This design comes from an exercise in tuning for small area on the open sky130 flow, not from production work.
The RTL was checked by simulation tests, not by an equivalence proof against the original design.

[flow/config.mk]
export PLATFORM = sky130hd
export DESIGN_NAME = aht25_engine
export DESIGN_NICKNAME = aht25_engine
export VERILOG_FILES = /design/flow/design.v
export SDC_FILE = /design/flow/constraint.sdc
export NUM_CORES = 4
export LEC_CHECK = 0
export ABC_AREA = 1
export CAP_MARGIN = 20
export CORE_MARGIN = 2
export CORE_UTILIZATION = 40
export CTS_BUF_LIST = sky130_fd_sc_hd__clkbuf_4 sky130_fd_sc_hd__clkbuf_8
export CTS_CLUSTER_SIZE = 10
export SLEW_MARGIN = 20
[flow/constraint.sdc]
create_clock -name core_clock -period 30.0 [get_ports {clk}]
set_input_delay 6.0000 -clock core_clock [delete_from_list [all_inputs] [get_ports {clk}]]
set_output_delay 6.0000 -clock core_clock [all_outputs]
set_load 0.01 [all_outputs]
[flow/design.v]
module aht25_crc8 (
    input  wire [18:0] h,
    input  wire [17:0] t,
    output wire [7:0]  crc
);
    assign crc[0] = ~(h[1] ^ h[3] ^ h[4] ^ h[5] ^ h[11] ^ h[12] ^ h[13] ^ h[14] ^ h[18] ^ t[0] ^ t[3] ^ t[4] ^ t[6] ^ t[9] ^ t[10] ^ t[11] ^ t[14] ^ t[15]);
    assign crc[1] = ~(h[2] ^ h[4] ^ h[5] ^ h[6] ^ h[12] ^ h[13] ^ h[14] ^ h[15] ^ t[1] ^ t[4] ^ t[5] ^ t[7] ^ t[10] ^ t[11] ^ t[12] ^ t[15] ^ t[16]);
    assign crc[2] = ~(h[0] ^ h[3] ^ h[5] ^ h[6] ^ h[7] ^ h[13] ^ h[14] ^ h[15] ^ h[16] ^ t[2] ^ t[5] ^ t[6] ^ t[8] ^ t[11] ^ t[12] ^ t[13] ^ t[16] ^ t[17]);
    assign crc[3] = ~(h[1] ^ h[4] ^ h[6] ^ h[7] ^ h[8] ^ h[14] ^ h[15] ^ h[16] ^ h[17] ^ t[3] ^ t[6] ^ t[7] ^ t[9] ^ t[12] ^ t[13] ^ t[14] ^ t[17]);
    assign crc[4] = h[1] ^ h[2] ^ h[3] ^ h[4] ^ h[7] ^ h[8] ^ h[9] ^ h[11] ^ h[12] ^ h[13] ^ h[14] ^ h[15] ^ h[16] ^ h[17] ^ t[0] ^ t[3] ^ t[6] ^ t[7] ^ t[8] ^ t[9] ^ t[11] ^ t[13];
    assign crc[5] = ~(h[0] ^ h[1] ^ h[2] ^ h[8] ^ h[9] ^ h[10] ^ h[11] ^ h[15] ^ h[16] ^ h[17] ^ t[0] ^ t[1] ^ t[3] ^ t[6] ^ t[7] ^ t[8] ^ t[11] ^ t[12] ^ t[15]);
    assign crc[6] = h[1] ^ h[2] ^ h[3] ^ h[9] ^ h[10] ^ h[11] ^ h[12] ^ h[16] ^ h[17] ^ h[18] ^ t[1] ^ t[2] ^ t[4] ^ t[7] ^ t[8] ^ t[9] ^ t[12] ^ t[13] ^ t[16];
    assign crc[7] = ~(h[0] ^ h[2] ^ h[3] ^ h[4] ^ h[10] ^ h[11] ^ h[12] ^ h[13] ^ h[17] ^ h[18] ^ t[2] ^ t[3] ^ t[5] ^ t[8] ^ t[9] ^ t[10] ^ t[13] ^ t[14] ^ t[17]);
endmodule
module aht25_div25_step (
    input  wire [4:0] r,        
    input  wire       b,        
    output wire       qb,       
    output wire [4:0] ro        
);
    wire [5:0] t = {r, b};
    wire b1 = ~t[0];
    wire b2 = ~t[1] & b1;
    wire b3 = ~t[2] & b2;
    wire b4 = ~t[3] | b3;
    wire b5 = ~t[4] | b4;
    assign qb    = t[5] | ~b5;
    assign ro[0] = t[0] ^ qb;
    assign ro[1] = t[1] ^ (qb & b1);
    assign ro[2] = t[2] ^ (qb & b2);
    assign ro[3] = t[3] ^ (qb & ~b3);
    assign ro[4] = t[4] ^ (qb & ~b4);
endmodule
module aht25_convert (
    input  wire        sel_t,   
    input  wire [31:0] hum,
    input  wire [21:0] temp_m,  
    output wire [18:0] q
);
    wire        e133  = hum[23];
    wire [22:0] hum_x = e133 ? {1'b0, hum[20:0], 1'b0} : {3'b111, hum[19:0]};
    wire [22:0] tmp_x = {2'b01, temp_m[21:1]};
    wire [22:0] x     = sel_t ? tmp_x : hum_x;
    wire [22:0] k     = sel_t ? {19'd0, 3'b110, temp_m[0]} : 23'h38000C;
    wire [22:0] y     = x + k;
    wire [4:0]  r [0:19];
    assign r[19] = {1'b0, y[22:19]};
    genvar i;
    generate
        for (i = 18; i >= 0; i = i - 1) begin : g_step
            aht25_div25_step u_step (.r(r[i+1]), .b(y[i]), .qb(q[i]), .ro(r[i]));
        end
    endgenerate
endmodule
module aht25_engine (
    input  wire        clk,
    input  wire        rst,             
    input  wire        ev_connect,
    input  wire        ev_read,
    input  wire        ev_write,
    input  wire        ev_disconnect,
    input  wire [6:0]  address,
    input  wire        write_intent,    
    input  wire [7:0]  data,
    input  wire [31:0] hum,             
    input  wire [31:0] temp,            
    output reg         ack,
    output reg  [7:0]  rdata
);
    localparam [7:0] STATUS = 8'h18;
    reg        measuring;
    reg [2:0]  read_index;
    reg [1:0]  write_index;
    reg        prefix_ok;       
    reg [18:0] raw_h;           
    reg [21:0] temp_m;          
    wire [18:0] div_q;
    aht25_convert u_convert (
        .sel_t  (ev_read),
        .hum    (hum),
        .temp_m (temp_m),
        .q      (div_q)
    );
    wire [17:0] raw_t = div_q[17:0];    
    wire [7:0]  crc;
    aht25_crc8 u_crc (
        .h   (raw_h),
        .t   (raw_t),
        .crc (crc)
    );
    reg [7:0] frame_byte;
    always @(*) begin
        case (read_index)
            3'd1:    frame_byte = {1'b1, raw_h[18:12]};
            3'd2:    frame_byte = raw_h[11:4];
            3'd3:    frame_byte = {raw_h[3:0], 2'b01, raw_t[17:16]};
            3'd4:    frame_byte = raw_t[15:8];
            3'd5:    frame_byte = raw_t[7:0];
            3'd6:    frame_byte = crc;
            default: frame_byte = STATUS;
        endcase
    end
    wire trigger = (write_index == 2'd2) && prefix_ok && (data == 8'h33);
    always @(posedge clk) begin
        ack   <= ev_connect ? (address == 7'h38) : 1'b1;
        rdata <= measuring ? frame_byte : STATUS;
        if (ev_write && trigger) begin
            raw_h  <= div_q;
            temp_m <= temp[22:1];
        end
        if (rst) begin
            measuring   <= 1'b0;
            read_index  <= 3'd0;
            write_index <= 2'd0;
        end else if (ev_connect) begin
            if (address == 7'h38 && measuring)
                read_index <= 3'd0;
        end else if (ev_read) begin
            if (measuring) begin
                read_index <= read_index + 3'd1;
                if (read_index == 3'd7)
                    measuring <= 1'b0;
            end
        end else if (ev_write) begin
            case (write_index)
                2'd0: begin
                    if (data == 8'hBA) begin
                        measuring <= 1'b0;           
                    end else begin
                        write_index <= 2'd1;
                        prefix_ok   <= (data == 8'h00);
                    end
                end
                2'd1: begin
                    write_index <= 2'd2;
                    prefix_ok   <= prefix_ok & (data == 8'hAC);
                end
                default: begin
                    write_index <= 2'd0;
                    if (trigger)
                        measuring <= 1'b1;
                end
            endcase
        end
    end
endmodule
[flow/flow/run.sh]
#!/bin/bash
# Layout flow: the standard flow (standard.sh), with two changes:
#  - synthesis maps the logic with area-oriented ABC scripts (flow/abc_*.abc) in place of
#    ORFS's abc_area.script: each is run on the same netlist and the smallest result is kept.
#    Everything else in synthesis, and so every register, is as synth_recipe.tcl makes it.
#  - the port buffers are sky130_fd_sc_hd__buf_1;
#  - make variables listed in flow/make_args.txt, if any, are added to the make command.
# Each tool's output is in orfs/logs/ (synthesis: orfs/logs/.../1_2_yosys.log, which also
# lists each script's area); make's own output is in flow.log.
set -euo pipefail
W=$(pwd)
cat > "$W/area_synth.tcl" <<TCL
set ::area_scripts [lsort [glob {$W/flow/abc_*.abc}]]
proc abc {args} {
  set i [lsearch -exact \$args -script]
  set li [lsearch -exact \$args -liberty]
  set lib [lindex \$args [expr {\$li + 1}]]
  design -save area_pre_abc
  set best_area ""
  set best_script ""
  foreach s \$::area_scripts {
    design -load area_pre_abc
    set a \$args
    lset a [expr {\$i + 1}] \$s
    yosys abc {*}\$a
    yosys tee -q -o {$W/abc_stat.txt} stat -liberty \$lib
    set f [open {$W/abc_stat.txt}]
    set txt [read \$f]
    close \$f
    regexp {Chip area for module '[^']*': ([0-9.]+)} \$txt -> area
    puts "area_synth: \$s gives \$area"
    if {\$best_area eq "" || \$area < \$best_area} {
      set best_area \$area
      set best_script \$s
      design -save area_best
    }
  }
  design -load area_best
  puts "area_synth: kept \$best_script (\$best_area)"
}
source {$W/synth_recipe.tcl}
TCL
sed "s#SYNTH_SCRIPT=[^ ]*#SYNTH_SCRIPT=$W/area_synth.tcl#" "$W/standard.sh" > "$W/area_standard.sh"
ARGS=("BUFFER_PORTS_ARGS=-buffer_cell sky130_fd_sc_hd__buf_1")
# further make variables, one per line
if [[ -f "$W/flow/make_args.txt" ]]; then
  while IFS= read -r line; do [[ -n "$line" ]] && ARGS+=("$line"); done < "$W/flow/make_args.txt"
fi
bash "$W/area_standard.sh" "${ARGS[@]}" finish > "$W/flow.log" 2>&1
[flow/flow/abc_deep1.abc]
strash
&get -n
&st
&deepsyn -T 60 -S 2
&dch -f
&nf -a -R 1000
&put
[flow/flow/make_args.txt]
CTS_ARGS=-sink_clustering_enable -repair_clock_nets -buf_list {sky130_fd_sc_hd__clkbuf_4 sky130_fd_sc_hd__clkbuf_8} -sink_clustering_size 20 -dont_use_dummy_load
[flow/standard.sh]
#!/bin/bash
# synth_recipe.tcl (not shown) runs the flow's synth.tcl, then flattens the netlist and writes it again
# the make line also repeats each setting of config.mk as NAME=value (left out here)
make -C /OpenROAD-flow-scripts/flow DESIGN_CONFIG=/design/flow/config.mk WORK_HOME=/design/flow/orfs CLKGATE_MAP_FILE= SYNTH_SCRIPT=/design/flow/synth_recipe.tcl "${@:-finish}"
==> notes.md, run 1 <==
status - complete, no violations
Final Critical Period - 27.68 ns
Final Wtd Congestion - 0.947
Worst Hold Slack - 0.499 ns
Finished Cell Area - 5790 um^2
count of unique library cells instantiated by Yosys - 49
total number of yosys warnings - 2
Synth async-reset ratio - 0%
DRC violation count after routing - 0
crit path DAT - 27.91 ns
most frequent CP cell - ha_1
Synth Area in Simple Gates - 20.7%
GRT Util Overall - 19.2%
Post-Synth XOR/XNOR Area - 21.7%
DR vias/cell - 5.40
initial antenna violation count - 0
total congestion overflow - 0
Worst-Margin Slew - 0.600 ns
Syn Std Cell Area - 5000 um^2
Die H - 116 um
Worst path slowest cell - ha_1
area share of fa/ha/maj cells after synthesis - 7.00%
std cell rows - 40
syn nets - 696
Cells after Synth - 582
Via Count - 4,593
Setup WS post-layout - 2.32 ns
clock latency (worst-skew pair) - 0.35 ns
largest net degree at the start of global routing - 43
CTS Sinks - 57
Achievable Freq - 36.1 MHz
final setup violation count - 0
most common flop cell mapped by yosys - edfxtp_1
Slew HR - 60.0%
post-synthesis mux area share - 0.425%
CTS tree - done
first-pass GRT wire length - 20,200 um
wirelength, routed - 12,300 um
Max Fanout on Critical Path - 20
main combinational cell family by area after synthesis - XOR/XNOR gates
Final Max Slew Viols - 0
number of synthesized register bits - 57
Longest Clk Path Bufs - 2
setup TNS - 0 ns
Final #Nets - 799
sequential area share after synthesis - 31.2%
number of diodes - 0
drt wl/cell - 14.5 um
die width - 116 um
layout cell share with drive strength beyond 1 - 5.27%
max cap viols - 0
Layout Skew - 0.0220 ns
HPWL after DPL - 9740 um
H-tree levels - 3
CTS root buffer - clkbuf_8
Compound-Gate Fraction of Synth Area - 17.4%
CP Capture Type - flip-flop
Layout area overhead - 15.6%
clock-pin slew on the worst setup and hold paths - 0.07 ns
EDFF count, synth - 42
final hold vios - 0
worst endpoint required time - 30.23 ns
initial DRC count - 265
number of CTS-inserted buffers - 9
I/O Buffers - 72
syn avg cell area - 8.60 um^2
dpl ws - 1.31 ns
vias in the first global route - 4,166
CP Launch Type - primary input
Crit Path Category - primary input to flip-flop
die area - 13,400 um^2
final core occ - 47.8%
core footprint - 12,100 um^2
total I/O pin count - 95
placed cell area - 5610 um^2
Final ANT Viol Nets - 0
Final period util - 92.3%
Hold/Removal Path Class - flip-flop to flip-flop
drt first pass iters - 7
slowest stage delay, CP - 0.41 ns
Initial Utilization - 41.3%
[stage by stage]
stage,instances
3_3_place_gp,838
5_1_grt,851
3_5_place_dp,838
6_report,851
4_1_cts,847
2_1_floorplan,582
[routing by layer]
layer,track usage (%),part of all wire (%)
met3,3.29,4.8
met4,6.75,1.6
met5,0,0
met1,25.8,47
met2,31.3,46
[path summary, 6_finish.rpt]
kind,from,end,slack (ns),cells past startpoint
worst max-delay path,ev_read,rdata[4],2.32,125
worst min-delay path,write_index[0],write_index[0],0.50,1
worst max register to register,temp_m[6],rdata[4],8.03,121
worst min register to register,write_index[0],write_index[0],0.50,1
[timing repair]
| action | in CTS | in global routing |
|---|---|---|
| resized for setup | 0 | 11 |
| endpoints found under the setup margin | 0 | 5 |
| hold buffers | 0 | 0 |
| setup buffers | 0 | 4 |
[cell usage after synthesis, types with 3 or more instances]
| cell type | instances | area, um^2 |
|---|---|---|
| a21oi_1 | 25 | 125 |
| a221oi_1 | 4 | 35.0 |
| a222oi_1 | 17 | 170 |
| a22oi_1 | 6 | 45.0 |
| a31oi_1 | 11 | 68.8 |
| and2_0 | 6 | 37.5 |
| and3_1 | 11 | 68.8 |
| clkinv_1 | 21 | 78.8 |
| dfxtp_1 | 15 | 300 |
| edfxtp_1 | 42 | 1260 |
| ha_1 | 28 | 350 |
| nand2_1 | 74 | 278 |
| nand2b_1 | 10 | 62.6 |
| nand3_1 | 25 | 125 |
| nand3b_1 | 3 | 22.5 |
| nor2_1 | 47 | 176 |
| nor2b_1 | 16 | 100 |
| nor3_1 | 8 | 40.0 |
| o21ai_0 | 41 | 205 |
| o22ai_1 | 5 | 31.3 |
| o31ai_1 | 3 | 22.5 |
| or2_0 | 5 | 31.3 |
| or3_1 | 4 | 25.0 |
| xnor2_1 | 82 | 718 |
| xor2_1 | 42 | 368 |
[worst max-delay path, delay by kind of cell]
kind	cells	cell delay, ns
simple gates	59	8.73
fa+ha+maj	17	4.37
compound gates	17	3.36
xor+xnor	16	2.97
buf+inv	16	2.41
[sequential cells by signal, summed over array words and instances (netlist names)]
signal	count
prefix_ok	1
read_index	3
measuring	1
ack	1
rdata	8
raw_h	19
write_index	2
temp_m	22
[cells in the final DEF (no fill, tap or decap), types with 2 or more instances in the layout]
| master | netlist | routed |
|---|---|---|
| o22ai_1 | 5 | 5 |
| clkinv_1 | 21 | 21 |
| a21oi_1 | 25 | 24 |
| a21o_1 | 2 | 2 |
| xnor2_1 | 82 | 82 |
| a222oi_1 | 17 | 17 |
| nand2_1 | 74 | 72 |
| dfxtp_1 | 15 | 15 |
| clkbuf_8 | 0 | 9 |
| o31ai_1 | 3 | 3 |
| nand2b_1 | 10 | 10 |
| ha_1 | 28 | 28 |
| a311oi_1 | 2 | 2 |
| a31oi_1 | 11 | 11 |
| nor3b_1 | 2 | 2 |
| nand3b_1 | 3 | 3 |
| nor4_1 | 2 | 2 |
| or3_1 | 4 | 4 |
| edfxtp_1 | 42 | 42 |
| nand3_1 | 25 | 25 |
| o21a_1 | 2 | 2 |
| o21ai_0 | 41 | 38 |
| or4_1 | 2 | 2 |
| xor2_1 | 42 | 41 |
| nor3_1 | 8 | 8 |
| and2_0 | 6 | 5 |
| a22oi_1 | 6 | 6 |
| nor2_1 | 47 | 46 |
| a221oi_1 | 4 | 4 |
| nor2b_1 | 16 | 16 |
| and3_1 | 11 | 11 |
| buf_4 | 0 | 20 |
| nand2_2 | 0 | 2 |
| or2_0 | 5 | 5 |
| buf_1 | 0 | 71 |
| o21ai_1 | 0 | 3 |
[cell families after synthesis]
group / Yosys count
AOI/OAI and AO/OA: 132
xor gates and xnor gates: 124
adders and majority gates: 28
buffers and inverters: 21
DFF: 57
muxes: 2
and+or+nand+nor: 218
[cell type report]
class | instances | area, um^2
multi-input cells | 504 | 3390
fillers | 1192 | 6330
clock buffers | 9 | 124
repair buffers | 92 | 422
well taps | 168 | 210
inverters | 21 | 78.8
flip-flops and latches | 57 | 1560
==> run 2: changes to the inputs <==
--- a/flow/config.mk
+++ b/flow/config.mk
@@ -12,3 +12,4 @@
 export CTS_BUF_LIST = sky130_fd_sc_hd__clkbuf_4 sky130_fd_sc_hd__clkbuf_8
 export CTS_CLUSTER_SIZE = 10
+export GPL_TIMING_DRIVEN = 0
 export SLEW_MARGIN = 20
==> notes.md, run 2 <==
routed metal-1 wirelength - 5940 um
register name with the most flops - temp_m
CTS Hold Bufs - 0
top routing layer in use - met4
vias in the first global route - 4,153
synth cell count leaders - 82 x xnor2_1, 74 x nand2_1, 47 x nor2_1
DR vias/cell - 5.38
count leader, synth - xnor2_1
Hold Crit Start - write_index[0]
syn nets - 696
final hold vios - 0
drt wl/cell - 14.8 um
Crit Path Category - primary input to flip-flop
Worst R2R Path Depth - 115
GRT Util Overall - 19.2%
Yosys top cell area share - 25.2%
number of CTS-inserted buffers - 9
WP buf/inv - 8
Slew HR - 51.8%
routed length on met3 - 553 um
slowest stage delay, CP - 0.47 ns
routed wl met2 - 5810 um
Synth area leaders - edfxtp_1 25%, xnor2_1 14%, xor2_1 7.4%, ha_1 7.0%, dfxtp_1 6.0%
first-pass GRT wire length - 19,900 um
Layout Skew - 0.0279 ns
worst endpoint required time - 30.22 ns
most frequent cells in the layout - 81 x xnor2_1, 71 x buf_1, 70 x nand2_1, 42 x xor2_1, 42 x edfxtp_1
worst r2r src - temp_m[6]
wirelength, routed - 12,500 um
Worst path slowest cell - or3_1
initial antenna violation count - 0
EDFF count, synth - 42
CP Capture Type - flip-flop
initial DRC count - 248
number of diodes - 0
Initial Utilization - 41.3%
Final period util - 93.0%
layout cell share with drive strength beyond 1 - 7.35%
drt first pass iters - 6
CTS Sinks - 57
number of cells on the worst hold path - 1
CTS root buffer - clkbuf_8
syn avg cell area - 8.60 um^2
die width - 116 um
biggest regs - temp_m x22, raw_h x19, rdata x8
status - complete, no violations
Longest Clk Path Bufs - 2
Syn Std Cell Area - 5000 um^2
placed cell area - 5520 um^2
I/O Buffers - 72
commonest non-fill, non-tap cell in the layout - xnor2_1
hold path endpoint - write_index[0]
total I/O pin count - 95
Final Critical Period - 27.89 ns
Critical Path Source - ev_read
crit path DAT - 28.11 ns
CTS tree - done
HPWL after DPL - 9800 um
number of synthesized register bits - 57
sequential area share after synthesis - 31.2%
max reg flops - 22
clock latency (worst-skew pair) - 0.35 ns
max cap viols - 0
largest net degree at the start of global routing - 30
clock-pin slew on the worst setup and hold paths - 0.06 ns
H-tree levels - 3
Final Wtd Congestion - 0.931
RR Endpoint - rdata[4]
core footprint - 12,100 um^2
Worst-Margin Slew - 0.715 ns
final setup violation count - 0
DRC violation count after routing - 0
Final Max Slew Viols - 0
area leader, netlist - edfxtp_1
Final ANT Viol Nets - 0
Cells after Synth - 582
Synth async-reset ratio - 0%
most frequent CP cell - ha_1
Finished Cell Area - 5860 um^2
most common flop cell mapped by yosys - edfxtp_1
Die H - 116 um
Layout area overhead - 17.1%
CP Launch Type - primary input
family with the most delay on the worst path - simple AND/OR/NAND/NOR gates
total number of yosys warnings - 2
std cell rows - 40
count of unique library cells instantiated by Yosys - 49
Final #Nets - 796
die area - 13,400 um^2
Achievable Freq - 35.9 MHz
Via Count - 4,563
total congestion overflow - 0
Hold/Removal Path Class - flip-flop to flip-flop
Max Fanout on Critical Path - 30
R2R setup slack - 7.76 ns
==> run 2: cell counts after synthesis <==
No cell type changed its count.
==> run 2: how the worst max path moves through the flow <==
stage          endpoint  slack (ns)  depth (start not counted)
2_1_floorplan  rdata[4]        2.71                        113
3_3_place_gp   rdata[4]       -3.28                        114
6_report       rdata[4]        2.11                        117
4_1_cts        rdata[4]        0.02                        115
5_1_grt        rdata[4]       -0.08                        120
3_5_place_dp   rdata[4]       -3.74                        116
==> run 2: area by class of cell <==
type / instances / area (um^2)
clock buffers: 9 / 124
fillers: 1199 / 6250
inverters: 21 / 78.8
multi-input cells: 506 / 3510
flip-flops and latches: 57 / 1560
well taps: 168 / 210
repair buffers: 87 / 375
==> run 2: per-layer routing <==
layer | global-route usage (%) | vias up
met5 | 0 | -
met3 | 3.87 | 15
met4 | 6.51 | 0
met1 | 25.6 | 2104
met2 | 31.3 | 125
li1 | - | 2319
==> run 2: timing repair <==
action,in CTS,in global routing
setup buffers,0,9
endpoints found under the setup margin,10,8
pin swaps,2,7
cloned,1,1
resized for setup,19,24
endpoints found under the hold margin,0,0
==> run 2: through the flow <==
step                      utilization (%)  cells  hold WS, ns  TNS [ns]  worst slack (ns)
after CTS                            47.0    838        0.494         0            0.0216
after global placement               45.3    822        0.469    -19.62             -3.28
after detailed placement             45.6    828        0.481    -23.67             -3.74
after floorplan                         -    582        0.443         0              2.71
final                                48.4    848        0.481         0              2.11
after global routing                 48.4    848        0.531    -0.137           -0.0796
==> run 2: cell families (layout without fill, tap and decap cells) <==
family	after synthesis	count (layout)	share of synthesized area (%)
AO/OA/AOI/OAI	132	132	17.4
XOR/XNOR	124	124	21.7
adder cells (fa/ha/maj)	28	28	7.00
buffers and inverters	21	117	1.58
flip-flops	57	57	31.2
multiplexers	2	2	0.425
AND/OR/NAND/NOR	218	220	20.7
==> run 3: changes to the inputs <==
--- a/flow/config.mk
+++ b/flow/config.mk
@@ -9,5 +9,5 @@
 export CAP_MARGIN = 20
 export CORE_MARGIN = 2
-export CORE_UTILIZATION = 40
+export CORE_UTILIZATION = 60
 export CTS_BUF_LIST = sky130_fd_sc_hd__clkbuf_4 sky130_fd_sc_hd__clkbuf_8
 export CTS_CLUSTER_SIZE = 10
==> notes.md, run 3 <==
status - complete, no violations
Initial Utilization - 61.5%
register name with the most flops - temp_m
DRC violation count after routing - 0
Worst Hold Slack - 0.481 ns
area share of fa/ha/maj cells after synthesis - 7.00%
Yosys top cell area share - 25.2%
GRT Util Overall - 27.6%
routed metal-1 wirelength - 5540 um
post-synthesis mux area share - 0.425%
max cap viols - 0
most frequent cells in the layout - 81 x xnor2_1, 71 x buf_1, 70 x nand2_1, 42 x edfxtp_1
CP Capture Type - flip-flop
number of diodes - 0
clock latency (worst-skew pair) - 0.34 ns
Synth area leaders - edfxtp_1 25%, xnor2_1 14%, xor2_1 7.4%, ha_1 7.0%, dfxtp_1 6.0%
Final #Nets - 794
Final Max Slew Viols - 0
EDFF count, synth - 42
clock-pin slew on the worst setup and hold paths - 0.07 ns
total number of yosys warnings - 2
register area - 1560 um^2
initial DRC count - 306
DR vias/cell - 5.84
die area - 9090 um^2
multi-input logic area - 3530 um^2
Final Wtd Congestion - 0.996
worst endpoint required time - 30.23 ns
Final Critical Period - 27.89 ns
syn nets - 696
wirelength, routed - 11,800 um
Worst path slowest cell - or3_4
CTS tree - done
main combinational cell family by area after synthesis - XOR/XNOR gates
setup TNS - 0 ns
core footprint - 8130 um^2
final setup violation count - 0
Longest Clk Path Bufs - 2
commonest non-fill, non-tap cell in the layout - xnor2_1
syn avg cell area - 8.60 um^2
Crit Path Category - primary input to flip-flop
Worst-Margin Slew - 0.706 ns
top routing layer in use - met4
drt first pass iters - 6
CTS Sinks - 57
most common flop cell mapped by yosys - edfxtp_1
number of synthesized register bits - 57
# fillers - 635
RSZ-0062 raised after global routing - false
CP Launch Type - primary input
Hold/Removal Path Class - flip-flop to flip-flop
Compound-Gate Fraction of Synth Area - 17.4%
placed cell area - 5440 um^2
Synth Area in Simple Gates - 20.7%
Synth async-reset ratio - 0%
HPWL after DPL - 9080 um
Layout Skew - 0.0165 ns
Achievable Freq - 35.9 MHz
most frequent CP cell - ha_1
largest net degree at the start of global routing - 31
max reg flops - 22
slowest stage delay, CP - 0.45 ns
initial antenna violation count - 0
routed wl met2 - 5280 um
total I/O pin count - 95
Finished Cell Area - 5790 um^2
vias in the first global route - 4,203
number of CTS-inserted buffers - 9
std cell rows - 33
Die H - 95.3 um
Final ANT Viol Nets - 0
Worst R2R Path Depth - 113
total congestion overflow - 0
Post-Synth XOR/XNOR Area - 21.7%
Cells after Synth - 582
final hold vios - 0
area leader, netlist - edfxtp_1
number of cells on the worst hold path - 1
count leader, synth - xnor2_1
I/O Buffers - 72
first-pass GRT wire length - 19,300 um
Max Fanout on Critical Path - 9
CTS root buffer - clkbuf_8
biggest regs - temp_m x22, raw_h x19, rdata x8
routed length on met3 - 637 um
Slew HR - 52.4%
crit path DAT - 28.12 ns
drt wl/cell - 15.1 um
Syn Std Cell Area - 5000 um^2
synth cell count leaders - 82 x xnor2_1, 74 x nand2_1, 47 x nor2_1
count of unique library cells instantiated by Yosys - 49
H-tree levels - 3
Final period util - 93.0%
Layout area overhead - 15.6%
die width - 95.3 um
layout cell share with drive strength beyond 1 - 7.23%
Via Count - 4,572
sequential area share after synthesis - 31.2%
-- run 3: cell counts after synthesis --
No cell type changed its count.
-- run 3: timing repair --
action                     in CTS  in global routing
hold buffers                    0                  0
gates resized for setup        17                 28
cloned                          2                  0
pin swaps                       2                  7
setup endpoints to repair       9                  9
buffers inserted                0                  7
-- run 3: final timing paths --
check / startpoint / end / slack (ns)
worst max-delay path: hum[23] / rdata[5] / 2.11
worst max register to register: temp_m[6] / rdata[5] / 7.82
worst min-delay path: write_index[0] / write_index[0] / 0.48
worst min register to register: write_index[0] / write_index[0] / 0.48
-- run 3: worst max-delay path: cells and delay by family --
family,cells,cell delay [ns]
compound gates,15,3.03
xor+xnor,14,2.71
fa+ha+maj,17,4.51
buf+inv,8,1.13
mux,1,0.41
simple gates,61,10.33
-- run 3: cell type report --
class / instances / area share, %
multi-input cells: 506 / 61.0
flip-flops and latches: 57 / 27.0
repair buffers: 85 / 6.23
well taps: 105 / 2.27
clock buffers: 9 / 2.14
inverters: 21 / 1.36
-- run 3: metal layers --
layer | vias up | global-route usage [%]
met3 | 28 | 4.58
met4 | 0 | 10.6
met5 | - | 0
met2 | 137 | 45.0
li1 | 2325 | -
met1 | 2082 | 36.6
-- run 3: stage by stage --
stage | setup WS, ns | utilization [%] | instances
floorplan | 2.71 | - | 582
global placement | -2.65 | 66.5 | 759
CTS | 0.0587 | 69.1 | 776
global route | 0.00803 | 71.1 | 783
finish | 2.11 | 71.1 | 783
detailed placement | -2.95 | 66.9 | 765
-- run 3: cell families (layout without fill, tap and decap cells) --
| group | Yosys count | after routing |
|---|---|---|
| flip-flops | 57 | 57 |
| AND/OR/NAND/NOR | 218 | 220 |
| AO/OA/AOI/OAI | 132 | 132 |
| multiplexers | 2 | 2 |
| XOR/XNOR | 124 | 124 |
| buffers and inverters | 21 | 115 |
| adder cells (fa/ha/maj) | 28 | 28 |
==> run 4: changes to the inputs <==
==> flow/flow/make_args.txt (replaced) <==
CTS_ARGS=-repair_clock_nets -buf_list {sky130_fd_sc_hd__clkbuf_8} -root_buf sky130_fd_sc_hd__clkbuf_8 -dont_use_dummy_load
--- a/flow/config.mk
+++ b/flow/config.mk
@@ -9,7 +9,6 @@
 export CAP_MARGIN = 20
 export CORE_MARGIN = 2
-export CORE_UTILIZATION = 60
+export CORE_UTILIZATION = 40
 export CTS_BUF_LIST = sky130_fd_sc_hd__clkbuf_4 sky130_fd_sc_hd__clkbuf_8
 export CTS_CLUSTER_SIZE = 10
-export GPL_TIMING_DRIVEN = 0
 export SLEW_MARGIN = 20
==> notes.md, run 4 <==
status - complete, no violations
biggest regs - temp_m x22, raw_h x19, rdata x8
HPWL after DPL - 9740 um
multi-input logic area - 3390 um^2
area share of fa/ha/maj cells after synthesis - 7.00%
Compound-Gate Fraction of Synth Area - 17.4%
CTS tree - done
synth cell count leaders - 82 x xnor2_1, 74 x nand2_1, 47 x nor2_1
Yosys top cell area share - 25.2%
GRT Util Overall - 19.2%
crit path DAT - 27.91 ns
Worst-Margin Slew - 0.600 ns
Longest Clk Path Bufs - 2
worst r2r src - temp_m[6]
worst endpoint required time - 30.23 ns
Placed Cells - 838
CP Capture Type - flip-flop
Synth area leaders - edfxtp_1 25%, xnor2_1 14%, xor2_1 7.4%, ha_1 7.0%, dfxtp_1 6.0%
largest net degree at the start of global routing - 43
EDFF count, synth - 42
DRC violation count after routing - 0
total I/O pin count - 95
CTS root buffer - clkbuf_8
Layout Skew - 0.0220 ns
I/O Buffers - 72
Final Critical Period - 27.68 ns
sequential area share after synthesis - 31.2%
Final #Nets - 799
syn avg cell area - 8.60 um^2
die area - 13,400 um^2
CTS Hold Bufs - 0
Synth async-reset ratio - 0%
main combinational cell family by area after synthesis - XOR/XNOR gates
most common flop cell mapped by yosys - edfxtp_1
R2R setup slack - 8.03 ns
Cells after Synth - 582
total congestion overflow - 0
layout cell share with drive strength beyond 1 - 5.27%
final hold vios - 0
CTS Sinks - 57
std cell rows - 40
Finished Cell Area - 5790 um^2
Post-Synth XOR/XNOR Area - 21.7%
Crit Path Category - primary input to flip-flop
count of unique library cells instantiated by Yosys - 49
CP Launch Type - primary input
Syn Std Cell Area - 5000 um^2
register name with the most flops - temp_m
H-tree levels - 3
clock-pin slew on the worst setup and hold paths - 0.07 ns
number of synthesized register bits - 57
initial antenna violation count - 0
drt wl/cell - 14.5 um
most frequent CP cell - ha_1
core footprint - 12,100 um^2
final setup violation count - 0
placed cell area - 5610 um^2
first-pass GRT wire length - 20,200 um
# fillers - 1,192
Critical Path Source - ev_read
RR Endpoint - rdata[4]
max cap viols - 0
Layout area overhead - 15.6%
total number of yosys warnings - 2
Final Wtd Congestion - 0.947
Critical Path End - rdata[4]
register area - 1560 um^2
wirelength, routed - 12,300 um
Via Count - 4,593
Slew HR - 60.0%
clock latency (worst-skew pair) - 0.35 ns
number of CTS-inserted buffers - 9
vias in the first global route - 4,166
Final ANT Viol Nets - 0
max reg flops - 22
area leader, netlist - edfxtp_1
Final period util - 92.3%
Worst R2R Path Depth - 121
drt first pass iters - 7
DR vias/cell - 5.40
post-synthesis mux area share - 0.425%
initial DRC count - 265
Worst path slowest cell - ha_1
count leader, synth - xnor2_1
Initial Utilization - 41.3%
Synth Area in Simple Gates - 20.7%
die width - 116 um
Hold/Removal Path Class - flip-flop to flip-flop
Max Fanout on Critical Path - 20
syn nets - 696
slowest stage delay, CP - 0.41 ns
commonest non-fill, non-tap cell in the layout - xnor2_1
Achievable Freq - 36.1 MHz
Final Max Slew Viols - 0
final std cells w/o fill - 851
number of diodes - 0
Die H - 116 um
most frequent cells in the layout - 82 x xnor2_1, 72 x nand2_1, 71 x buf_1, 46 x nor2_1, 42 x edfxtp_1
[run 4: per-stage QoR]
step / hold WS, ns / TNS (ns) / utilization [%] / setup slack (ns)
finish: 0.499 / 0 / 47.8 / 2.32
CTS: 0.492 / 0 / 47.4 / 1.63
global route: 0.522 / -0.0168 / 47.8 / -0.0168
floorplan: 0.443 / 0 / - / 2.71
global placement: 0.469 / 0 / 46.3 / 1.80
detailed placement: 0.479 / 0 / 46.3 / 1.31
[run 4: routing by layer]
layer	track usage, %	vias to the layer above	wire [um]
met3	3.29	17	587
met4	6.75	0	201
met5	0	-	0
met1	25.8	2142	5810
met2	31.3	117	5720
li1	-	2317	-
[run 4: timing repair]
action                                  4_1_cts  5_1_grt
resized for setup                             0       11
endpoints found under the setup margin        0        5
buffers inserted                              0        4
[run 4: final cells by class]
cell class	instances	share of cell area, %
Inverter	21	1.36
Timing Repair Buffer	92	7.29
Multi-Input combinational cell	504	58.6
Sequential cell	57	27.0
Clock buffer	9	2.14
Tap cell	168	3.63
[run 4: critical path: cells and delay by family]
kind | cells | cell delay [ns]
adders and majority gates | 17 | 4.37
AOI/OAI and AO/OA | 17 | 3.36
buffers and inverters | 16 | 2.41
and+or+nand+nor | 59 | 8.73
xor gates and xnor gates | 16 | 2.97
[run 4: kinds of logic (layout without fill, tap and decap cells)]
logic type	Yosys count	count (layout)
multiplexers	2	2
flip-flops	57	57
AND/OR/NAND/NOR	218	218
adder cells (fa/ha/maj)	28	28
AO/OA/AOI/OAI	132	132
buffers and inverters	21	122
XOR/XNOR	124	124
[run 4: worst min path at each step]
stage	start	end	slack, ns	cells past startpoint
after floorplan	write_index[0]	write_index[0]	0.44	1
after global placement	write_index[0]	write_index[0]	0.47	1
after detailed placement	write_index[0]	write_index[0]	0.48	1
after CTS	write_index[0]	write_index[0]	0.49	1
after global routing	write_index[0]	write_index[0]	0.52	1
final	write_index[0]	write_index[0]	0.50	1
==> run 5: changes to the inputs <==
==> flow/flow/make_args.txt (replaced) <==
CTS_ARGS=-sink_clustering_enable -repair_clock_nets -buf_list {sky130_fd_sc_hd__clkbuf_8 sky130_fd_sc_hd__clkbuf_16} -root_buf sky130_fd_sc_hd__clkbuf_8 -sink_clustering_size 30 -sink_clustering_max_diameter 300 -sink_clustering_levels 1 -dont_use_dummy_load
==> notes.md, run 5 <==
syn nets - 696
Longest Clk Path Bufs - 2
wirelength, routed - 12,300 um
clock-pin slew on the worst setup and hold paths - 0.07 ns
register name with the most flops - temp_m
Final Max Slew Viols - 0
area leader, netlist - edfxtp_1
WP buf/inv - 16
total congestion overflow - 0
first-pass GRT wire length - 20,200 um
Final #Nets - 799
count of unique library cells instantiated by Yosys - 49
Worst-Margin Slew - 0.600 ns
die width - 116 um
biggest regs - temp_m x22, raw_h x19, rdata x8
Layout Skew - 0.0220 ns
Placed Cells - 838
largest net degree at the start of global routing - 43
Syn Std Cell Area - 5000 um^2
synth cell count leaders - 82 x xnor2_1, 74 x nand2_1, 47 x nor2_1
I/O Buffers - 72
commonest non-fill, non-tap cell in the layout - xnor2_1
Hold Crit Start - write_index[0]
Layout area overhead - 15.6%
family with the most delay on the worst path - simple AND/OR/NAND/NOR gates
slowest stage delay, CP - 0.41 ns
register area - 1560 um^2
worst r2r src - temp_m[6]
Final period util - 92.3%
layout cell share with drive strength beyond 1 - 5.27%
final std cells w/o fill - 851
Crit Path Category - primary input to flip-flop
CTS root buffer - clkbuf_8
Synth async-reset ratio - 0%
count leader, synth - xnor2_1
Hold/Removal Path Class - flip-flop to flip-flop
worst endpoint required time - 30.23 ns
Achievable Freq - 36.1 MHz
status - complete, no violations
final hold vios - 0
syn avg cell area - 8.60 um^2
Worst path slowest cell - ha_1
number of synthesized register bits - 57
initial DRC count - 265
multi-input logic area - 3390 um^2
total I/O pin count - 95
most common flop cell mapped by yosys - edfxtp_1
area share of fa/ha/maj cells after synthesis - 7.00%
Compound-Gate Fraction of Synth Area - 17.4%
Finished Cell Area - 5790 um^2
total number of yosys warnings - 2
drt wl/cell - 14.5 um
Final Critical Period - 27.68 ns
final setup violation count - 0
# fillers - 1,192
setup TNS - 0 ns
Critical Path Source - ev_read
most frequent CP cell - ha_1
Post-Synth XOR/XNOR Area - 21.7%
DRC violation count after routing - 0
vias in the first global route - 4,166
most frequent cells in the layout - 82 x xnor2_1, 72 x nand2_1, 71 x buf_1, 46 x nor2_1, 42 x edfxtp_1
CTS Sinks - 57
Initial Utilization - 41.3%
Synth Area in Simple Gates - 20.7%
die area - 13,400 um^2
clock latency (worst-skew pair) - 0.35 ns
main combinational cell family by area after synthesis - XOR/XNOR gates
GRT Util Overall - 19.2%
CP Capture Type - flip-flop
CTS tree - done
core footprint - 12,100 um^2
DR vias/cell - 5.40
Final Wtd Congestion - 0.947
sequential area share after synthesis - 31.2%
Cells after Synth - 582
Via Count - 4,593
CP Launch Type - primary input
post-synthesis mux area share - 0.425%
Worst Hold Slack - 0.499 ns
crit path DAT - 27.91 ns
Slew HR - 60.0%
std cell rows - 40
Final ANT Viol Nets - 0
Die H - 116 um
final core occ - 47.8%
number of diodes - 0
max reg flops - 22
placed cell area - 5610 um^2
max cap viols - 0
H-tree levels - 3
Max Fanout on Critical Path - 20
Yosys top cell area share - 25.2%
number of CTS-inserted buffers - 9
initial antenna violation count - 0
EDFF count, synth - 42
HPWL after DPL - 9740 um
drt first pass iters - 7
CTS Hold Bufs - 0
Synth area leaders - edfxtp_1 25%, xnor2_1 14%, xor2_1 7.4%, ha_1 7.0%, dfxtp_1 6.0%
run 5: cell counts in the layout (fill, tap and decap cells not counted):
No cell type changed its count.
run 5: cell type report:
| cell class | instances | share of cell area [%] |
|---|---|---|
| Multi-Input combinational cell | 504 | 58.6 |
| Sequential cell | 57 | 27.0 |
| Timing Repair Buffer | 92 | 7.29 |
| Tap cell | 168 | 3.63 |
| Clock buffer | 9 | 2.14 |
| Inverter | 21 | 1.36 |
run 5: through the flow:
stage               setup slack, ns
floorplan                      2.71
global placement               1.80
detailed placement             1.31
CTS                            1.63
global route                -0.0168
finish                         2.32
run 5: worst paths after layout:
| path | end | slack, ns | depth (start not counted) |
|---|---|---|---|
| worst max-delay path | rdata[4] | 2.32 | 125 |
| worst min-delay path | write_index[0] | 0.50 | 1 |
| worst max register to register | rdata[4] | 8.03 | 121 |
| worst min register to register | write_index[0] | 0.50 | 1 |
run 5: logic make-up after synthesis:
family	after synthesis
adders and majority gates	28
AOI/OAI and AO/OA	132
buffers and inverters	21
DFF	57
muxes	2
xor gates and xnor gates	124
and+or+nand+nor	218
run 5: worst register-to-register path, delay by kind of cell, from the launching register on:
family | cells | cell delay, ns
XOR/XNOR | 16 | 2.97
AND/OR/NAND/NOR | 58 | 8.76
adder cells (fa/ha/maj) | 17 | 4.39
buffers and inverters | 13 | 1.88
AO/OA/AOI/OAI | 17 | 3.49
flip-flops | 1 | 0.37
run 5: what timing repair did:
| action | CTS | global route |
|---|---|---|
| buffers inserted | 0 | 4 |
| endpoints found under the setup margin | 0 | 5 |
| resized for setup | 0 | 11 |
run 5: layer usage:
layer	up-vias	track usage, %	share of wire, %
met3	17	3.29	4.8
met4	0	6.75	1.6
met2	117	31.3	46
met1	2142	25.8	47
li1	2317	-	-
met5	-	0	0
==> run 6: changes to the inputs <==
--- a/flow/flow/run.sh
+++ b/flow/flow/run.sh
@@ -4,6 +4,5 @@
 #    ORFS's abc_area.script: each is run on the same netlist and the smallest result is kept.
 #    Everything else in synthesis, and so every register, is as synth_recipe.tcl makes it.
-#  - the port buffers are sky130_fd_sc_hd__buf_1;
-#  - make variables listed in flow/make_args.txt, if any, are added to the make command.
+#  - the port buffers are sky130_fd_sc_hd__buf_1.
 # Each tool's output is in orfs/logs/ (synthesis: orfs/logs/.../1_2_yosys.log, which also
 # lists each script's area); make's own output is in flow.log.
@@ -42,8 +41,3 @@
 TCL
 sed "s#SYNTH_SCRIPT=[^ ]*#SYNTH_SCRIPT=$W/area_synth.tcl#" "$W/standard.sh" > "$W/area_standard.sh"
-ARGS=("BUFFER_PORTS_ARGS=-buffer_cell sky130_fd_sc_hd__buf_1")
-# further make variables, one per line
-if [[ -f "$W/flow/make_args.txt" ]]; then
-  while IFS= read -r line; do [[ -n "$line" ]] && ARGS+=("$line"); done < "$W/flow/make_args.txt"
-fi
-bash "$W/area_standard.sh" "${ARGS[@]}" finish > "$W/flow.log" 2>&1
+bash "$W/area_standard.sh" "BUFFER_PORTS_ARGS=-buffer_cell sky130_fd_sc_hd__buf_1" finish > "$W/flow.log" 2>&1
==> flow/flow/abc_deep2.abc (new file) <==
strash
&get -n
&st
&deepsyn -T 120
&dch -f
&nf -a -R 1000
&put
==> flow/flow/abc_fast.abc (new file) <==
strash
&get -n
&st
&dch -f
&nf -a -R 1000
&st
&syn2
&dch -f
&nf -a -R 1000
&put
removed: flow/flow/make_args.txt
==> notes.md, run 6 <==
Worst R2R Path Depth - 116
wirelength, routed - 12,400 um
number of CTS-inserted buffers - 9
I/O Buffers - 72
setup TNS - 0 ns
worst endpoint required time - 30.23 ns
routed metal-1 wirelength - 5830 um
Crit Path Category - primary input to flip-flop
total I/O pin count - 95
syn avg cell area - 8.64 um^2
die width - 116 um
Hold/Removal Path Class - flip-flop to flip-flop
Die H - 116 um
count of unique library cells instantiated by Yosys - 42
dpl ws - 1.32 ns
Max Fanout on Critical Path - 26
most frequent CP cell - ha_1
initial DRC count - 219
synth cell count leaders - 82 x xnor2_1, 80 x nand2_1, 44 x xor2_1
most common flop cell mapped by yosys - edfxtp_1
most frequent cells in the layout - 81 x xnor2_1, 79 x nand2_1, 72 x buf_1, 44 x xor2_1, 42 x edfxtp_1
routed wl met2 - 5860 um
drt wl/cell - 14.2 um
Layout area overhead - 19.6%
largest net degree at the start of global routing - 43
CTS Sinks - 57
number of synthesized register bits - 57
drt first pass iters - 5
Final Max Slew Viols - 0
final setup violation count - 0
first-pass GRT wire length - 20,300 um
Setup WS post-layout - 2.25 ns
area leader, netlist - edfxtp_1
Final #Nets - 811
Worst Hold Slack - 0.475 ns
clock-pin slew on the worst setup and hold paths - 0.07 ns
Slew HR - 60.1%
CP Capture Type - flip-flop
Final period util - 92.5%
total congestion overflow - 0
RSZ-0062 raised after global routing - false
number of diodes - 0
Yosys top cell area share - 25.2%
Worst-Margin Slew - 0.599 ns
routed length on met3 - 508 um
crit path DAT - 27.98 ns
# fillers - 1,255
CTS tree - done
Cells after Synth - 580
count leader, synth - xnor2_1
status - complete, no violations
Final Wtd Congestion - 0.908
HPWL after DPL - 10,000 um
Syn Std Cell Area - 5010 um^2
biggest regs - temp_m x22, raw_h x19, rdata x8
DR vias/cell - 5.29
clock latency (worst-skew pair) - 0.36 ns
final hold vios - 0
sequential area share after synthesis - 31.2%
H-tree levels - 3
Longest Clk Path Bufs - 2
EDFF count, synth - 42
number of cells on the worst hold path - 1
Layout Skew - 0.0109 ns
syn nets - 694
core footprint - 12,100 um^2
std cell rows - 40
CP Launch Type - primary input
vias in the first global route - 4,327
top routing layer in use - met4
commonest non-fill, non-tap cell in the layout - xnor2_1
DRC violation count after routing - 0
Synth async-reset ratio - 0%
Via Count - 4,601
total number of yosys warnings - 2
layout cell share with drive strength beyond 1 - 8.40%
CTS root buffer - clkbuf_8
Final Critical Period - 27.75 ns
initial antenna violation count - 0
Final ANT Viol Nets - 0
max reg flops - 22
Worst path slowest cell - a222oi_1
Synth area leaders - edfxtp_1 25%, xnor2_1 14%, xor2_1 7.7%, ha_1 7.0%, dfxtp_1 6.0%
max cap viols - 0
Achievable Freq - 36.0 MHz
GRT Util Overall - 19.4%
die area - 13,400 um^2
Initial Utilization - 41.4%
register name with the most flops - temp_m
slowest stage delay, CP - 0.49 ns
## run 6: worst paths after layout
| path | startpoint | end | slack, ns |
|---|---|---|---|
| worst min register to register | write_index[0] | write_index[0] | 0.47 |
| worst min-delay path | write_index[0] | write_index[0] | 0.47 |
| worst max-delay path | ev_read | rdata[4] | 2.25 |
| worst max register to register | temp_m[3] | rdata[4] | 8.20 |
## run 6: area by class of cell
cell class | instances | area, um^2 | area share, %
multi-input cells | 506 | 3430 | 57.3
flip-flops and latches | 57 | 1560 | 26.0
repair buffers | 106 | 526 | 8.76
well taps | 168 | 210 | 3.51
clock buffers | 13 | 160 | 2.67
inverters | 17 | 63.8 | 1.06
clock inverters | 3 | 40.0 | 0.668
## run 6: layer usage
metal / GRT usage, % / vias to the layer above
met1: 25.2 / 2127
met3: 3.35 / 15
li1: - / 2342
met4: 6.59 / 0
met5: 0 / -
met2: 32.5 / 117
## run 6: cell families (layout without fill, tap and decap cells)
| logic type | after synthesis | after routing | synth area share, % |
|---|---|---|---|
| flops | 57 | 57 | 31.2 |
| mux | 1 | 1 | 0.225 |
| fa+ha+maj | 28 | 28 | 6.99 |
| buf+inv | 17 | 139 | 1.27 |
| simple gates | 228 | 228 | 22.0 |
| xor+xnor | 126 | 126 | 22.0 |
| compound gates | 123 | 123 | 16.4 |
## run 6: per-stage QoR
stage | area [um^2] | util (%) | cells
final | 6000 | 49.5 | 870
after global placement | 5750 | 47.5 | 854
after floorplan | 5010 | - | 580
after global routing | 6000 | 49.5 | 870
after detailed placement | 5750 | 47.5 | 854
after CTS | 5950 | 49.2 | 870
## run 6: critical path, delay by kind of cell
family | cells | cell delay, ns
xor+xnor | 17 | 3.09
fa+ha+maj | 18 | 4.37
simple gates | 61 | 9.99
compound gates | 16 | 3.07
buf+inv | 9 | 1.44
## run 6: what timing repair did
item                       4_1_cts  5_1_grt
hold buffers                     0        0
setup endpoints to repair        0        4
setup buffers                    0        0
gates resized for setup          0       10
==> run 7: changes to the inputs <==
--- a/flow/design.v
+++ b/flow/design.v
@@ -33,14 +33,14 @@
 endmodule
 module aht25_convert (
-    input  wire        sel_t,   
-    input  wire [31:0] hum,
-    input  wire [21:0] temp_m,  
+    input  wire        sel_h,   
+    input  wire [21:0] hum_s,   
+    input  wire [31:0] temp,
     output wire [18:0] q
 );
-    wire        e133  = hum[23];
-    wire [22:0] hum_x = e133 ? {1'b0, hum[20:0], 1'b0} : {3'b111, hum[19:0]};
-    wire [22:0] tmp_x = {2'b01, temp_m[21:1]};
-    wire [22:0] x     = sel_t ? tmp_x : hum_x;
-    wire [22:0] k     = sel_t ? {19'd0, 3'b110, temp_m[0]} : 23'h38000C;
+    wire        e133  = hum_s[21];
+    wire [22:0] hum_x = e133 ? {1'b0, hum_s[20:0], 1'b0} : {3'b111, hum_s[19:0]};
+    wire [22:0] tmp_x = {2'b01, temp[22:2]};
+    wire [22:0] x     = sel_h ? hum_x : tmp_x;
+    wire [22:0] k     = sel_h ? 23'h38000C : {19'd0, 3'b110, temp[1]};
     wire [22:0] y     = x + k;
     wire [4:0]  r [0:19];
@@ -73,14 +73,14 @@
     reg [1:0]  write_index;
     reg        prefix_ok;       
-    reg [18:0] raw_h;           
-    reg [21:0] temp_m;          
+    reg [17:0] raw_t;           
+    reg [21:0] hum_s;           
     wire [18:0] div_q;
     aht25_convert u_convert (
-        .sel_t  (ev_read),
-        .hum    (hum),
-        .temp_m (temp_m),
-        .q      (div_q)
+        .sel_h (ev_read),
+        .hum_s (hum_s),
+        .temp  (temp),
+        .q     (div_q)
     );
-    wire [17:0] raw_t = div_q[17:0];    
+    wire [18:0] raw_h = div_q;          
     wire [7:0]  crc;
     aht25_crc8 u_crc (
@@ -106,6 +106,6 @@
         rdata <= measuring ? frame_byte : STATUS;
         if (ev_write && trigger) begin
-            raw_h  <= div_q;
-            temp_m <= temp[22:1];
+            raw_t <= div_q[17:0];
+            hum_s <= {hum[23], hum[20:0]};
         end
         if (rst) begin
--- a/flow/flow/run.sh
+++ b/flow/flow/run.sh
@@ -4,5 +4,6 @@
 #    ORFS's abc_area.script: each is run on the same netlist and the smallest result is kept.
 #    Everything else in synthesis, and so every register, is as synth_recipe.tcl makes it.
-#  - the port buffers are sky130_fd_sc_hd__buf_1.
+#  - the port buffers are sky130_fd_sc_hd__buf_1;
+#  - make variables listed in flow/make_args.txt, if any, are added to the make command.
 # Each tool's output is in orfs/logs/ (synthesis: orfs/logs/.../1_2_yosys.log, which also
 # lists each script's area); make's own output is in flow.log.
@@ -41,3 +42,8 @@
 TCL
 sed "s#SYNTH_SCRIPT=[^ ]*#SYNTH_SCRIPT=$W/area_synth.tcl#" "$W/standard.sh" > "$W/area_standard.sh"
-bash "$W/area_standard.sh" "BUFFER_PORTS_ARGS=-buffer_cell sky130_fd_sc_hd__buf_1" finish > "$W/flow.log" 2>&1
+ARGS=("BUFFER_PORTS_ARGS=-buffer_cell sky130_fd_sc_hd__buf_1")
+# further make variables, one per line
+if [[ -f "$W/flow/make_args.txt" ]]; then
+  while IFS= read -r line; do [[ -n "$line" ]] && ARGS+=("$line"); done < "$W/flow/make_args.txt"
+fi
+bash "$W/area_standard.sh" "${ARGS[@]}" finish > "$W/flow.log" 2>&1
==> flow/flow/abc_deep2.abc (replaced) <==
strash
&get -n
&st
&deepsyn -T 60 -S 1
&dch -f
&nf -a -R 1000
&put
==> flow/flow/abc_deep3.abc (new file) <==
strash
&get -n
&st
&deepsyn -T 120 -S 3
&dch -f
&nf -a -R 1000
&put
==> flow/flow/make_args.txt (new file) <==
CTS_ARGS=-sink_clustering_enable -repair_clock_nets -buf_list {sky130_fd_sc_hd__clkbuf_4 sky130_fd_sc_hd__clkbuf_8} -sink_clustering_size 20 -dont_use_dummy_load
==> notes.md, run 7 <==
status - complete, no violations
CTS tree - done
Via Count - 4,417
setup TNS - 0 ns
final hold vios - 0
Final period util - 91.9%
Final Wtd Congestion - 0.936
syn avg cell area - 8.73 um^2
area leader, netlist - edfxtp_1
core footprint - 12,100 um^2
# fillers - 1,201
drt first pass iters - 5
Syn Std Cell Area - 4950 um^2
EDFF count, synth - 41
RSZ-0062 raised after global routing - false
most frequent CP cell - ha_1
synth cell count leaders - 85 x xnor2_1, 58 x nand2_1, 46 x nor2_1
CTS Hold Bufs - 0
die width - 115 um
Setup WS post-layout - 2.42 ns
final setup violation count - 0
CTS root buffer - clkbuf_8
number of CTS-inserted buffers - 5
CTS Sinks - 56
drt wl/cell - 14.7 um
H-tree levels - 2
number of cells on the worst hold path - 2
Die H - 115 um
DRC violation count after routing - 0
crit path DAT - 27.84 ns
Synth area leaders - edfxtp_1 25%, xnor2_1 15%, xor2_1 7.6%, ha_1 7.1%, dfxtp_1 6.1%
Final Critical Period - 27.58 ns
worst endpoint required time - 30.26 ns
R2R setup slack - 8.06 ns
max reg flops - 22
Longest Clk Path Bufs - 2
Initial Utilization - 41.1%
first-pass GRT wire length - 20,200 um
slowest stage delay, CP - 0.39 ns
clock-pin slew on the worst setup and hold paths - 0.10 ns
count leader, synth - xnor2_1
total congestion overflow - 0
GRT Util Overall - 19.4%
total number of yosys warnings - 2
number of synthesized register bits - 56
RR Endpoint - rdata[2]
largest net degree at the start of global routing - 23
Achievable Freq - 36.3 MHz
Critical Path End - rdata[2]
initial antenna violation count - 0
CP Launch Type - primary input
count of unique library cells instantiated by Yosys - 45
number of diodes - 0
most common flop cell mapped by yosys - edfxtp_1
Worst Hold Slack - 0.515 ns
Critical Path Source - ev_read
std cell rows - 40
Layout area overhead - 15.0%
total I/O pin count - 95
DR vias/cell - 5.30
biggest regs - hum_s x22, raw_t x18, rdata x8
Cells after Synth - 567
Final ANT Viol Nets - 0
HPWL after DPL - 10,100 um
sequential area share after synthesis - 30.9%
Worst path slowest cell - ha_1
Final #Nets - 781
commonest non-fill, non-tap cell in the layout - xnor2_1
Layout Skew - 0.0106 ns
most frequent cells in the layout - 85 x xnor2_1, 72 x buf_1, 57 x nand2_1, 45 x nor2_1, 43 x xor2_1
wirelength, routed - 12,300 um
die area - 13,300 um^2
vias in the first global route - 4,259
Synth async-reset ratio - 0%
CP Capture Type - flip-flop
initial DRC count - 208
max cap viols - 0
clock latency (worst-skew pair) - 0.32 ns
Final Max Slew Viols - 0
layout cell share with drive strength beyond 1 - 4.96%
Max Fanout on Critical Path - 11
I/O Buffers - 72
Yosys top cell area share - 24.9%
dpl ws - 0.754 ns
Worst-Margin Slew - 0.658 ns
Hold/Removal Path Class - flip-flop to flip-flop
syn nets - 681
worst r2r src - hum_s[21]
Slew HR - 56.0%
register name with the most flops - hum_s
Worst R2R Path Depth - 119
Crit Path Category - primary input to flip-flop
run 7: logic make-up (layout without fill, tap and decap cells):
kind of cell    count (synthesis)  in the layout  synth area share, %
compound gates                132            132                 17.9
fa+ha+maj                      28             28                 7.07
flops                          56             56                 30.9
simple gates                  200            200                 19.5
xor+xnor                      128            128                 22.6
buf+inv                        21            119                 1.59
mux                             2              2                0.404
run 7: worst max-delay path, delay by kind of cell:
kind,cells,cell delay [ns]
and+or+nand+nor,54,8.57
adders and majority gates,19,4.58
AOI/OAI and AO/OA,21,3.83
xor gates and xnor gates,16,3.14
buffers and inverters,11,1.72
run 7: stage by stage:
step / std cells / cell area (um^2) / utilization, %
finish: 833 / 5690 / 47.2
global placement: 827 / 5590 / 46.3
detailed placement: 827 / 5590 / 46.3
floorplan: 567 / 4950 / -
CTS: 832 / 5660 / 46.9
global route: 833 / 5690 / 47.2
run 7: routing by layer:
metal  up-vias  part of all wire [%]  GRT usage, %
met5         -                     0             0
met4         0                   2.2          6.99
met3        21                   5.9          4.43
met2       133                    47          33.0
met1      2004                    45          24.2
li1       2259                     -             -
run 7: timing repair:
item | CTS | global route
setup endpoints to repair | 0 | 8
gates resized for setup | 0 | 11
hold endpoints to repair | 0 | 0
setup buffers | 0 | 1
run 7: worst min path at each step:
stage | from | to | slack [ns]
finish | read_index[1] | read_index[1] | 0.52
floorplan | write_index[0] | write_index[0] | 0.47
global route | read_index[1] | read_index[1] | 0.55
global placement | read_index[1] | read_index[1] | 0.49
detailed placement | write_index[0] | write_index[0] | 0.50
CTS | read_index[1] | read_index[1] | 0.52
run 7: area by class of cell:
| class | count | area (um^2) | area share (%) |
|---|---|---|---|
| multi-input combinational | 490 | 3380 | 59.3 |
| sequential | 56 | 1530 | 26.9 |
| timing repair buffer | 93 | 428 | 7.52 |
| tap | 168 | 210 | 3.69 |
| inverter | 21 | 78.8 | 1.38 |
| clock buffer | 5 | 68.8 | 1.21 |
==> run 8: changes to the inputs <==
--- a/flow/config.mk
+++ b/flow/config.mk
@@ -12,3 +12,4 @@
 export CTS_BUF_LIST = sky130_fd_sc_hd__clkbuf_4 sky130_fd_sc_hd__clkbuf_8
 export CTS_CLUSTER_SIZE = 10
+export GPL_TIMING_DRIVEN = 0
 export SLEW_MARGIN = 20
==> notes.md, run 8 <==
CTS Hold Bufs - 0
dpl ws - -3.71 ns
Via Count - 4,392
first-pass GRT wire length - 20,000 um
Yosys top cell area share - 24.9%
number of synthesized register bits - 56
core footprint - 12,100 um^2
std cell rows - 40
Longest Clk Path Bufs - 2
Critical Path Source - ev_read
Synth async-reset ratio - 0%
Syn Std Cell Area - 4950 um^2
setup TNS - 0 ns
Crit Path Category - primary input to flip-flop
register area - 1530 um^2
largest net degree at the start of global routing - 21
sequential area share after synthesis - 30.9%
syn nets - 681
Cells after Synth - 567
number of cells on the worst hold path - 1
final hold vios - 0
final setup violation count - 0
status - complete, no violations
number of CTS-inserted buffers - 5
biggest regs - hum_s x22, raw_t x18, rdata x8
max cap viols - 0
Final Wtd Congestion - 0.956
EDFF count, synth - 41
most frequent cells in the layout - 84 x xnor2_1, 71 x buf_1, 56 x nand2_1, 43 x xor2_1, 42 x nor2_1
Worst-Margin Slew - 0.857 ns
Final ANT Viol Nets - 0
initial DRC count - 194
Initial Utilization - 41.1%
RR Endpoint - rdata[2]
area leader, netlist - edfxtp_1
Synth area leaders - edfxtp_1 25%, xnor2_1 15%, xor2_1 7.6%, ha_1 7.1%, dfxtp_1 6.1%
most common flop cell mapped by yosys - edfxtp_1
Setup WS post-layout - 2.11 ns
Layout area overhead - 14.8%
count leader, synth - xnor2_1
CP Launch Type - primary input
Layout Skew - 0.0217 ns
R2R setup slack - 7.65 ns
HPWL after DPL - 9990 um
placed cell area - 5470 um^2
commonest non-fill, non-tap cell in the layout - xnor2_1
# fillers - 1,207
Finished Cell Area - 5690 um^2
Max Fanout on Critical Path - 20
DRC violation count after routing - 0
synth cell count leaders - 85 x xnor2_1, 58 x nand2_1, 46 x nor2_1
layout cell share with drive strength beyond 1 - 5.67%
number of diodes - 0
Achievable Freq - 35.9 MHz
crit path DAT - 28.16 ns
CTS Sinks - 56
clock-pin slew on the worst setup and hold paths - 0.10 ns
Worst path slowest cell - ha_1
Final #Nets - 769
I/O Buffers - 72
die area - 13,300 um^2
CTS root buffer - clkbuf_8
CTS tree - done
most frequent CP cell - ha_1
Final Critical Period - 27.89 ns
total congestion overflow - 0
wirelength, routed - 12,200 um
GRT Util Overall - 19.2%
max reg flops - 22
register name with the most flops - hum_s
drt first pass iters - 6
vias in the first global route - 4,273
die width - 115 um
total I/O pin count - 95
total number of yosys warnings - 2
CP Capture Type - flip-flop
syn avg cell area - 8.73 um^2
Hold Crit Start - write_index[0]
worst endpoint required time - 30.27 ns
Worst R2R Path Depth - 114
Die H - 115 um
H-tree levels - 2
Slew HR - 42.4%
Worst Hold Slack - 0.524 ns
drt wl/cell - 14.9 um
clock latency (worst-skew pair) - 0.34 ns
slowest stage delay, CP - 0.39 ns
Final period util - 93.0%
count of unique library cells instantiated by Yosys - 45
initial antenna violation count - 0
DR vias/cell - 5.35
hold path endpoint - write_index[0]
Final Max Slew Viols - 0
Hold/Removal Path Class - flip-flop to flip-flop
multi-input logic area - 3460 um^2
worst r2r src - hum_s[21]
==> run 8: metal layers <==
| layer | track usage (%) | wire (um) | part of all wire (%) | vias to the layer above |
|---|---|---|---|---|
| met1 | 24.1 | 5710 | 47 | 2010 |
| met4 | 6.51 | 290 | 2.4 | 0 |
| met3 | 4.11 | 563 | 4.6 | 21 |
| li1 | - | - | - | 2241 |
| met2 | 32.9 | 5680 | 46 | 120 |
| met5 | 0 | 0 | 0 | - |
==> run 8: layout make-up <==
cell class,instances,area share (%)
Clock buffer,5,1.21
Inverter,21,1.43
Multi-Input combinational cell,490,60.8
Sequential cell,56,26.9
Tap cell,168,3.70
Timing Repair Buffer,81,5.90
==> run 8: repair_timing <==
action,CTS,global route
pin swaps,0,2
endpoints found under the setup margin,11,9
gates resized for setup,17,23
buffers inserted,0,4
==> run 8: worst max-delay path by stage <==
stage	endpoint	slack, ns	depth (start not counted)
2_1_floorplan	rdata[2]	3.07	115
3_3_place_gp	rdata[2]	-3.15	115
3_5_place_dp	rdata[2]	-3.71	115
4_1_cts	rdata[2]	0.09	116
5_1_grt	rdata[2]	-0.03	117
6_report	rdata[2]	2.11	116
==> run 8: cells by family (layout without fill, tap and decap cells) <==
| family | after synthesis | after routing | synth area share, % |
|---|---|---|---|
| AO/OA/AOI/OAI | 132 | 132 | 17.9 |
| AND/OR/NAND/NOR | 200 | 200 | 19.5 |
| flip-flops | 56 | 56 | 30.9 |
| buffers and inverters | 21 | 107 | 1.59 |
| multiplexers | 2 | 2 | 0.404 |
| adder cells (fa/ha/maj) | 28 | 28 | 7.07 |
| XOR/XNOR | 128 | 128 | 22.6 |
==> run 8: metrics by stage <==
stage	utilization, %	cells
after floorplan	-	567
after global placement	45.0	807
after CTS	46.2	817
final	47.1	821
after global routing	47.1	821
after detailed placement	45.4	812
==> run 8: critical path, delay by kind of cell <==
family,cells,cell delay (ns)
adder cells (fa/ha/maj),20,5.07
buffers and inverters,6,0.95
AND/OR/NAND/NOR,55,8.82
XOR/XNOR,16,3.14
AO/OA/AOI/OAI,19,4.10

## port drivers added, routing unchanged
How much do the figures lean on ideal ports? The routed layouts below were timed once more, with nothing changed but the port constraints. Step 1 (the two cells are an assumption about what drives the block):
set clk [get_ports {clk}]
set_driving_cell -lib_cell sky130_fd_sc_hd__clkbuf_16 $clk
set_driving_cell -lib_cell sky130_fd_sc_hd__buf_2 [delete_from_list [all_inputs] $clk]
Step 2 moves the port delays by t, midway between the first and last clock arrival at a register: inputs arrive t later, outputs are due t later. That takes back most of the time a late clock gives input paths. Slacks: ideal / step 1 / step 2; pairs: ideal / step 1.
run | t, ns | slack for setup (ns) | hold slack, ns
run 1 | 0.373 | 2.321 / 2.326 / 1.953 | 0.499 / 0.499 / 0.499
run 2 | 0.375 | 2.109 / 2.108 / 1.733 | 0.481 / 0.481 / 0.481
run 3 | 0.357 | 2.112 / 2.111 / 1.754 | 0.481 / 0.481 / 0.481
run 4 | 0.373 | 2.321 / 2.326 / 1.953 | 0.499 / 0.499 / 0.499
run 5 | 0.373 | 2.321 / 2.326 / 1.953 | 0.499 / 0.499 / 0.499
run 6 | 0.394 | 2.250 / 2.261 / 1.868 | 0.475 / 0.475 / 0.475
run 7 | 0.353 | 2.419 / 2.433 / 2.079 | 0.515 / 0.515 / 0.515
run 8 | 0.361 | 2.110 / 2.119 / 1.758 | 0.524 / 0.524 / 0.524
After both steps setup and hold are still met in every run listed. For run 6, which loses most, drivers alone change the setup slack by +0.011 ns; drivers and shift together by -0.382 ns.
